From an optimization exercise on the open Yosys and OpenROAD flow, aimed at small area; shortcuts taken in it are not production practice. RTL that was checked went through simulation tests only; none was proved equivalent to the original.

==> cedar: inputs <==
Design nec16_core, start of the top module:
module nec16_core (
    input  wire        clk,
    input  wire        rst,           
    input  wire        step,          
    output wire        ready,         
    output wire        done,          
    output wire        err,           
    output wire [1:0]  err_code,      
    input  wire [3:0]  dbg_sel,
    output wire [15:0] dbg_val,
    input  wire        host_we,
    input  wire [15:0] host_wdata,
    output reg         bus_req,
    output reg         bus_we,
    output wire [15:0] bus_addr,
    output wire [7:0]  bus_wdata,
    input  wire        bus_ack,
    input  wire [7:0]  bus_rdata,
    input  wire        bus_err,
    input  wire [1:0]  bus_err_code
);
clock: 10.0 ns
lec_check: 0
abc_area: 1
cap_margin: 20
core_margin: 2
core_utilization: 40
slew_margin: 20
run.sh (not shown) runs the stock make flow with config.mk's settings and CLKGATE_MAP_FILE= SYNTH_SCRIPT=/design/flow/synth_recipe.tcl, a recipe that flattens the netlist after the stock synthesis.
==> xenon (differences from cedar) <==
--- a/flow/design.v
+++ b/flow/design.v
@@ -79,17 +79,18 @@
         S_MU1  = 7'd56,   
         S_MUA  = 7'd57,   
         S_MUL  = 7'd58,   
         S_DV0  = 7'd59,   
         S_DV1  = 7'd60,   
         S_DV2  = 7'd61,   
         S_DVA  = 7'd62,   
         S_DVB  = 7'd63,
-        S_DVW  = 7'd64;   
+        S_DVW  = 7'd64,   
+        S_CHK  = 7'd65;   
     localparam [2:0] X_R = 3'd0, X_T = 3'd1, X_TS = 3'd2, X_U = 3'd3, X_H = 3'd4, X_Z = 3'd5;
     localparam [1:0] M_ADD = 2'd0, M_XOR = 2'd1, M_OR = 2'd2, M_AND = 2'd3;
     localparam [1:0] U_H = 2'd0, U_S = 2'd1, U_B = 2'd2, U_Q = 2'd3;
     reg [15:0] x [0:15];
     reg [15:0] T, U;
     reg [7:0]  ir0, ir1;
     reg [6:0]  st;
     reg [3:0]  cnt;
@@ -153,29 +154,30 @@
         sinen = 1'b0; zb = 1'b0;
         tl = 1'b0; um = U_H; rwe = 1'b0; wsel = 4'd15; nst = st;
         fin = 1'b0; ferr = 1'b0; fcode = 2'd0; fl = 1'b0;
         cl = 1'b0; ci_en = 1'b0;
         bus_req = 1'b0; bus_we = 1'b0;
         case (st)
             S_IDLE: begin
                 xs = X_H; wsel = dbg_sel;
-                if (step) nst = S_LDPC;
+                if (step) nst = S_CHK;
                 else rwe = host_we;
             end
+            S_CHK: begin
+                rsel = 4'd15; ci = 1'b1;    
+                if (c16) begin fin = 1'b1; ferr = 1'b1; fcode = 2'd1; end
+                else nst = S_LDPC;
+            end
             S_LDPC: begin rsel = 4'd15; tl = 1'b1; nst = S_F0; end
             S_F0: begin
-                xs = X_T; ci = 1'b1;        
-                if (Z) begin fin = 1'b1; ferr = 1'b1; fcode = 2'd1; end
-                else begin
-                    bus_req = 1'b1;
-                    if (bus_ack) begin
-                        if (bus_err) begin fin = 1'b1; ferr = 1'b1; fcode = bus_err_code; end
-                        else begin tl = 1'b1; um = U_B; nst = S_F1; end
-                    end
+                xs = X_T; ci = 1'b1; bus_req = 1'b1;    
+                if (bus_ack) begin
+                    if (bus_err) begin fin = 1'b1; ferr = 1'b1; fcode = bus_err_code; end
+                    else begin tl = 1'b1; um = U_B; nst = S_F1; end
                 end
             end
             S_F1: begin
                 xs = X_T; ci = 1'b1; bus_req = 1'b1;
                 if (bus_ack) begin
                     if (bus_err) begin fin = 1'b1; ferr = 1'b1; fcode = bus_err_code; end
                     else begin tl = 1'b1; um = U_B; nst = S_ADV; end
                 end
==> flow/flow/run.sh (new file) <==
#!/bin/bash
# The standard layout (standard.sh), with synthesis mapped by flow/abc.script
# (an area-oriented ABC script) and the settings below.
set -euo pipefail
HERE=$(pwd)
export AREA_ABC_SCRIPT=$HERE/flow/abc.script
bash standard.sh SYNTH_SCRIPT=$HERE/flow/synth.tcl finish > $HERE/flow_make.log 2>&1
==> flow/flow/abc.script (new file) <==
strash
&get -n
&deepsyn -T 60
&put
balance
rewrite
refactor
balance
rewrite
rewrite -z
balance
refactor -z
rewrite -z
balance
dch
amap
topo
==> flow/flow/synth.tcl (new file) <==
# synth_recipe.tcl with one change: the final technology mapping uses flow/abc.script
proc synth {args} { yosys synth -nofsm -noshare {*}$args }
proc abc {args} {
  set i [lsearch -exact $args -script]
  if { $i >= 0 } { lset args [expr { $i + 1 }] $::env(AREA_ABC_SCRIPT) }
  yosys abc {*}$args
}
source $::env(SCRIPTS_DIR)/synth.tcl
# left out here: clear keep_hierarchy, flatten, clean up, hide names made inside functions, write 1_2_yosys.v
==> flow/standard.sh (new file) <==
#!/bin/bash
# synth_recipe.tcl (not shown) runs the flow's synth.tcl, then flattens the netlist and writes it again
# the make line also repeats each setting of config.mk as NAME=value (left out here)
make -C /OpenROAD-flow-scripts/flow DESIGN_CONFIG=/design/flow/config.mk WORK_HOME=/design/flow/orfs CLKGATE_MAP_FILE= SYNTH_SCRIPT=/design/flow/synth_recipe.tcl "${@:-finish}"
ABC_AREA = not set   (was 1)
CORE_UTILIZATION = 60   (was 40)
removed: flow/run.sh
==> juniper (differences from cedar) <==
--- a/flow/design.v
+++ b/flow/design.v
@@ -25,43 +25,38 @@
         S_F0   = 7'd2,    
         S_F1   = 7'd3,    
         S_ADV  = 7'd4,    
         S_RD0  = 7'd5,    
         S_RD1  = 7'd6,    
         S_WR0  = 7'd7,    
         S_WR1  = 7'd8,    
         S_INC0 = 7'd9,    
-        S_INC1 = 7'd10,   
         S_CMP1 = 7'd11,
         S_CMP2 = 7'd12,
         S_CMP3 = 7'd13,
         S_LI   = 7'd14,   
         S_JI1  = 7'd15,   
         S_JI2  = 7'd16,   
         S_SW1  = 7'd17,
         S_SW2  = 7'd18,
         S_SW3  = 7'd19,
         S_UJ   = 7'd20,   
         S_SPT  = 7'd21,   
         S_SPW  = 7'd22,   
         S_PR1  = 7'd23,   
         S_PR2  = 7'd24,   
         S_CR   = 7'd25,   
         S_CA1  = 7'd26,   
-        S_CA2  = 7'd27,   
         S_CA3  = 7'd28,   
         S_CA4  = 7'd29,   
         S_CA5  = 7'd30,   
         S_SPI0 = 7'd31,   
-        S_SPI1 = 7'd32,   
         S_PO1  = 7'd33,   
-        S_PO2  = 7'd34,   
         S_PO3  = 7'd35,   
-        S_PO4  = 7'd36,   
         S_PO5  = 7'd37,   
         S_SA1  = 7'd38,   
         S_SA2  = 7'd39,   
         S_LA   = 7'd40,   
         S_GM1  = 7'd41,   
         S_GM2  = 7'd42,   
         S_GM3  = 7'd43,   
         S_SM   = 7'd44,   
@@ -79,17 +74,18 @@
         S_MU1  = 7'd56,   
         S_MUA  = 7'd57,   
         S_MUL  = 7'd58,   
         S_DV0  = 7'd59,   
         S_DV1  = 7'd60,   
         S_DV2  = 7'd61,   
         S_DVA  = 7'd62,   
         S_DVB  = 7'd63,
-        S_DVW  = 7'd64;   
+        S_DVW  = 7'd64,   
+        S_CHK  = 7'd65;   
     localparam [2:0] X_R = 3'd0, X_T = 3'd1, X_TS = 3'd2, X_U = 3'd3, X_H = 3'd4, X_Z = 3'd5;
     localparam [1:0] M_ADD = 2'd0, M_XOR = 2'd1, M_OR = 2'd2, M_AND = 2'd3;
     localparam [1:0] U_H = 2'd0, U_S = 2'd1, U_B = 2'd2, U_Q = 2'd3;
     reg [15:0] x [0:15];
     reg [15:0] T, U;
     reg [7:0]  ir0, ir1;
     reg [6:0]  st;
     reg [3:0]  cnt;
@@ -97,17 +93,17 @@
     reg        done_r, err_r;
     reg [1:0]  code_r;
     wire [3:0] opcode = ir0[7:4];
     wire [3:0] regA   = ir0[3:0];
     wire [3:0] regB   = ir1[7:4];
     wire [3:0] rrB    = ir1[3:0];
     reg  [3:0] rsel;
     reg  [2:0] xs;
-    reg        yr, yi, ci, sinen, zb;
+    reg        yr, yi, ci, sinen, zb, two;
     reg  [1:0] am;
     reg        tl;
     reg  [1:0] um;
     reg        rwe;
     reg  [3:0] wsel;
     reg  [6:0] nst;
     reg        fin, ferr;
     reg  [1:0] fcode;
@@ -121,17 +117,18 @@
             X_R:  X = R;
             X_T:  X = T;
             X_TS: X = {T[14:0], sin};
             X_U:  X = U;
             X_H:  X = host_wdata;
             default: X = 16'h0000;
         endcase
     end
-    wire [15:0] Y = ({16{yr}} & R) ^ {16{yi}};
+    wire [15:0] Yb = ({16{yr}} & R) ^ {16{yi}};
+    wire [15:0] Y = {Yb[15:2], Yb[1] | two, Yb[0] & ~two};
     wire [16:0] sum = {1'b0, X} + {1'b0, Y} + {16'h0000, ci};
     reg  [15:0] S;
     always @(*) begin
         case (am)
             M_ADD: S = sum[15:0];
             M_XOR: S = X ^ Y;
             M_OR:  S = X | Y;
             default: S = X & Y;
@@ -144,38 +141,39 @@
     assign err      = err_r;
     assign err_code = code_r;
     assign dbg_val  = R;
     assign bus_addr = T;
     assign bus_wdata = U[7:0];
     wire [7:0] bytein = bus_rdata & {8{~zb}};
     wire ack_ok = bus_ack & ~bus_err;
     always @(*) begin
-        rsel = dbg_sel; xs = X_R; yr = 1'b0; yi = 1'b0; ci = 1'b0; am = M_ADD;
+        rsel = dbg_sel; xs = X_R; yr = 1'b0; yi = 1'b0; ci = 1'b0; am = M_ADD; two = 1'b0;
         sinen = 1'b0; zb = 1'b0;
         tl = 1'b0; um = U_H; rwe = 1'b0; wsel = 4'd15; nst = st;
         fin = 1'b0; ferr = 1'b0; fcode = 2'd0; fl = 1'b0;
         cl = 1'b0; ci_en = 1'b0;
         bus_req = 1'b0; bus_we = 1'b0;
         case (st)
             S_IDLE: begin
                 xs = X_H; wsel = dbg_sel;
-                if (step) nst = S_LDPC;
+                if (step) nst = S_CHK;
                 else rwe = host_we;
             end
+            S_CHK: begin
+                rsel = 4'd15; ci = 1'b1;    
+                if (c16) begin fin = 1'b1; ferr = 1'b1; fcode = 2'd1; end
+                else nst = S_LDPC;
+            end
             S_LDPC: begin rsel = 4'd15; tl = 1'b1; nst = S_F0; end
             S_F0: begin
-                xs = X_T; ci = 1'b1;        
-                if (Z) begin fin = 1'b1; ferr = 1'b1; fcode = 2'd1; end
-                else begin
-                    bus_req = 1'b1;
-                    if (bus_ack) begin
-                        if (bus_err) begin fin = 1'b1; ferr = 1'b1; fcode = bus_err_code; end
-                        else begin tl = 1'b1; um = U_B; nst = S_F1; end
-                    end
+                xs = X_T; ci = 1'b1; bus_req = 1'b1;    
+                if (bus_ack) begin
+                    if (bus_err) begin fin = 1'b1; ferr = 1'b1; fcode = bus_err_code; end
+                    else begin tl = 1'b1; um = U_B; nst = S_F1; end
                 end
             end
             S_F1: begin
                 xs = X_T; ci = 1'b1; bus_req = 1'b1;
                 if (bus_ack) begin
                     if (bus_err) begin fin = 1'b1; ferr = 1'b1; fcode = bus_err_code; end
                     else begin tl = 1'b1; um = U_B; nst = S_ADV; end
                 end
@@ -242,18 +240,17 @@
                             4'h0, 4'h1: nst = S_SPW;
                             4'h4: nst = S_CR;
                             4'h3: nst = S_CA4;
                             default: nst = S_INC0;                 
                         endcase
                     end
                 end
             end
-            S_INC0: begin rsel = 4'd15; ci = 1'b1; rwe = 1'b1; wsel = 4'd15; nst = S_INC1; end
-            S_INC1: begin rsel = 4'd15; ci = 1'b1; rwe = 1'b1; wsel = 4'd15; fin = 1'b1; end
+            S_INC0: begin rsel = 4'd15; two = 1'b1; rwe = 1'b1; wsel = 4'd15; fin = 1'b1; end
             S_CMP1: begin
                 if (regA == 4'h6) begin                
                     rsel = rrB; rwe = 1'b1; wsel = regB; fin = 1'b1;
                 end else begin
                     rsel = (regA == 4'h2) ? rrB : regB; tl = 1'b1; nst = S_CMP2;
                 end
             end
             S_CMP2: begin
@@ -270,27 +267,23 @@
             S_SW2: begin rsel = rrB; rwe = 1'b1; wsel = regB; nst = S_SW3; end
             S_SW3: begin xs = X_T; rwe = 1'b1; wsel = rrB; fin = 1'b1; end
             S_SPT: begin rsel = 4'd13; tl = 1'b1; nst = S_WR0; end
             S_SPW: begin xs = X_T; rwe = 1'b1; wsel = 4'd13;
                          if (regB == 4'h0) nst = S_INC0; else fin = 1'b1; end
             S_PR1: begin rsel = (regB == 4'h4) ? 4'd15 : rrB; um = U_S; nst = S_PR2; end
             S_PR2: begin rsel = 4'd13; tl = 1'b1; nst = S_WR0; end
             S_CR:  begin rsel = rrB; rwe = 1'b1; wsel = 4'd15; nst = S_SPW; end
-            S_CA1: begin rsel = 4'd15; ci = 1'b1; um = U_S; nst = S_CA2; end
-            S_CA2: begin xs = X_U; ci = 1'b1; um = U_S; nst = S_CA3; end
+            S_CA1: begin rsel = 4'd15; two = 1'b1; um = U_S; nst = S_CA3; end
             S_CA3: begin rsel = 4'd13; tl = 1'b1; nst = S_WR0; end
             S_CA4: begin rsel = 4'd15; tl = 1'b1; nst = S_RD0; end
             S_CA5: begin xs = X_U; rwe = 1'b1; wsel = 4'd15; nst = S_SPI0; end
-            S_SPI0: begin rsel = 4'd13; ci = 1'b1; rwe = 1'b1; wsel = 4'd13; nst = S_SPI1; end
-            S_SPI1: begin rsel = 4'd13; ci = 1'b1; rwe = 1'b1; wsel = 4'd13; fin = 1'b1; end
-            S_PO1: begin rsel = 4'd13; yi = 1'b1; tl = 1'b1; nst = S_PO2; end
-            S_PO2: begin xs = X_T; yi = 1'b1; tl = 1'b1; nst = S_RD0; end
-            S_PO3: begin rsel = 4'd13; yi = 1'b1; rwe = 1'b1; wsel = 4'd13; nst = S_PO4; end
-            S_PO4: begin rsel = 4'd13; yi = 1'b1; rwe = 1'b1; wsel = 4'd13; nst = S_PO5; end
+            S_SPI0: begin rsel = 4'd13; two = 1'b1; rwe = 1'b1; wsel = 4'd13; fin = 1'b1; end
+            S_PO1: begin rsel = 4'd13; yi = 1'b1; two = 1'b1; tl = 1'b1; nst = S_RD0; end
+            S_PO3: begin rsel = 4'd13; yi = 1'b1; two = 1'b1; rwe = 1'b1; wsel = 4'd13; nst = S_PO5; end
             S_PO5: begin xs = X_U; rwe = 1'b1; wsel = (regB == 4'h5) ? 4'd15 : rrB; fin = 1'b1; end
             S_SA1: begin xs = X_U; tl = 1'b1; fl = 1'b1;
                          nst = (regB == 4'h6) ? S_SA2 : S_RD0; end
             S_SA2: begin rsel = rrB; um = U_S; nst = S_WR0; end
             S_LA:  begin xs = X_U; rwe = 1'b1; wsel = rrB; nst = S_INC0; end
             S_GM1: begin rsel = 4'd1; tl = 1'b1; nst = (opcode == 4'h2) ? S_RD0 : S_SM; end
             S_GM2: begin zb = 1'b1; um = U_B; nst = S_GM3; end
             S_GM3: begin xs = X_U; rwe = 1'b1; wsel = regA; fin = 1'b1; end
==> flow/flow/run.sh (new file) <==
#!/bin/bash
# The standard layout (standard.sh) with three changes:
#  - synthesis maps with flow/abc.script (an area-oriented ABC script);
#  - ports are buffered with sky130_fd_sc_hd__buf_1;
#  - the clock tree is built from clkbuf_8 without dummy loads.
# Each ORFS step writes its full log under orfs/logs; make's output is in flow_make.log.
set -euo pipefail
HERE=$(pwd)
export AREA_ABC_SCRIPT=$HERE/flow/abc.script
export CTS_ARGS="-sink_clustering_enable -repair_clock_nets -buf_list sky130_fd_sc_hd__clkbuf_8 -dont_use_dummy_load"
bash standard.sh SYNTH_SCRIPT=$HERE/flow/synth.tcl "BUFFER_PORTS_ARGS=-buffer_cell sky130_fd_sc_hd__buf_1" finish > $HERE/flow_make.log 2>&1
==> flow/flow/abc.script (new file) <==
strash
&get -n
&deepsyn -T 60
&put
balance
rewrite
refactor
balance
rewrite
rewrite -z
balance
refactor -z
rewrite -z
balance
dch
amap
topo
==> flow/flow/synth.tcl (new file) <==
# synth_recipe.tcl with one change: the final technology mapping uses flow/abc.script
proc synth {args} { yosys synth -nofsm -noshare {*}$args }
proc abc {args} {
  set i [lsearch -exact $args -script]
  if { $i >= 0 } { lset args [expr { $i + 1 }] $::env(AREA_ABC_SCRIPT) }
  yosys abc {*}$args
}
source $::env(SCRIPTS_DIR)/synth.tcl
# left out here: clear keep_hierarchy, flatten, clean up, hide names made inside functions, write 1_2_yosys.v
==> flow/standard.sh (new file) <==
#!/bin/bash
# synth_recipe.tcl (not shown) runs the flow's synth.tcl, then flattens the netlist and writes it again
# the make line also repeats each setting of config.mk as NAME=value (left out here)
make -C /OpenROAD-flow-scripts/flow DESIGN_CONFIG=/design/flow/config.mk WORK_HOME=/design/flow/orfs CLKGATE_MAP_FILE= SYNTH_SCRIPT=/design/flow/synth_recipe.tcl "${@:-finish}"
ABC_AREA = not set   (was 1)
CORE_UTILIZATION = 50   (was 40)
removed: flow/run.sh
==> notes.md <==
- The met3 routing resource usage after global routing is 0.1936.
- The flow ran to the end and the layout has no timing, DRC or antenna violations.
- The sequential cells in the finished layout cover a total of 9530 um2.
- The data arrival time of the critical path is 10140 ps.
That was xenon.
==> notes.md <==
- The run finished with no timing, DRC or antenna violations.
- Synthesis produced 1469 cells.
- Data arrives at the worst endpoint at 9810 ps.
- The storage element area is 9529 um2.
- Max-cap violations in this run came to 0.
- During tapcell insertion the tool placed 396 well taps.
That was juniper.
==> notes.md <==
- For this run, the post-layout net count is 2451.
- The per-cell routed wire length is 23.74 um.
- Registers take 9529 um2.
- For the worst setup path, the data arrival time is 7510 ps.
- The flow ran to the end and the layout has no timing, DRC or antenna violations.
That was cedar.
For juniper, only the layout was checked, not whether the RTL still works.

-- port drivers added, routing unchanged --
The flow's constraints put no driver on any port. The routed layouts listed below were extracted and timed again, unchanged, in two steps. Step 1 (the two cells are an assumption about what drives the block):
set clk [get_ports {clk}]
set_driving_cell -lib_cell sky130_fd_sc_hd__clkbuf_16 $clk
set_driving_cell -lib_cell sky130_fd_sc_hd__buf_2 [delete_from_list [all_inputs] $clk]
Step 2 also shifts input and output timing later by t, the mid clock arrival at the registers, as if the neighbouring blocks saw the same clock. Three values: ideal ports, drivers, drivers and shift; two values: the first two.
run | t, ns | slack for setup (ns) | hold slack, ns | worst data-port slew with drivers (ns) | pins driven straight from the clock port
cedar | 0.597 | 0.487 / 0.459 / 0.459 | 0.616 / 0.616 / 0.616 | 0.05 | 1
xenon | 0.650 | 0.302 / 0.302 / -0.050 | 0.536 / 0.536 / 0.536 | 0.05 | 1
juniper | 0.631 | 0.677 / 0.677 / 0.677 | 0.538 / 0.538 / 0.538 | 0.05 | 1
With both steps, setup timing fails in xenon, where it was met with ideal ports. The setup slack of xenon, which loses most, moves by 0.000 ns with the drivers and by -0.352 ns with both steps.
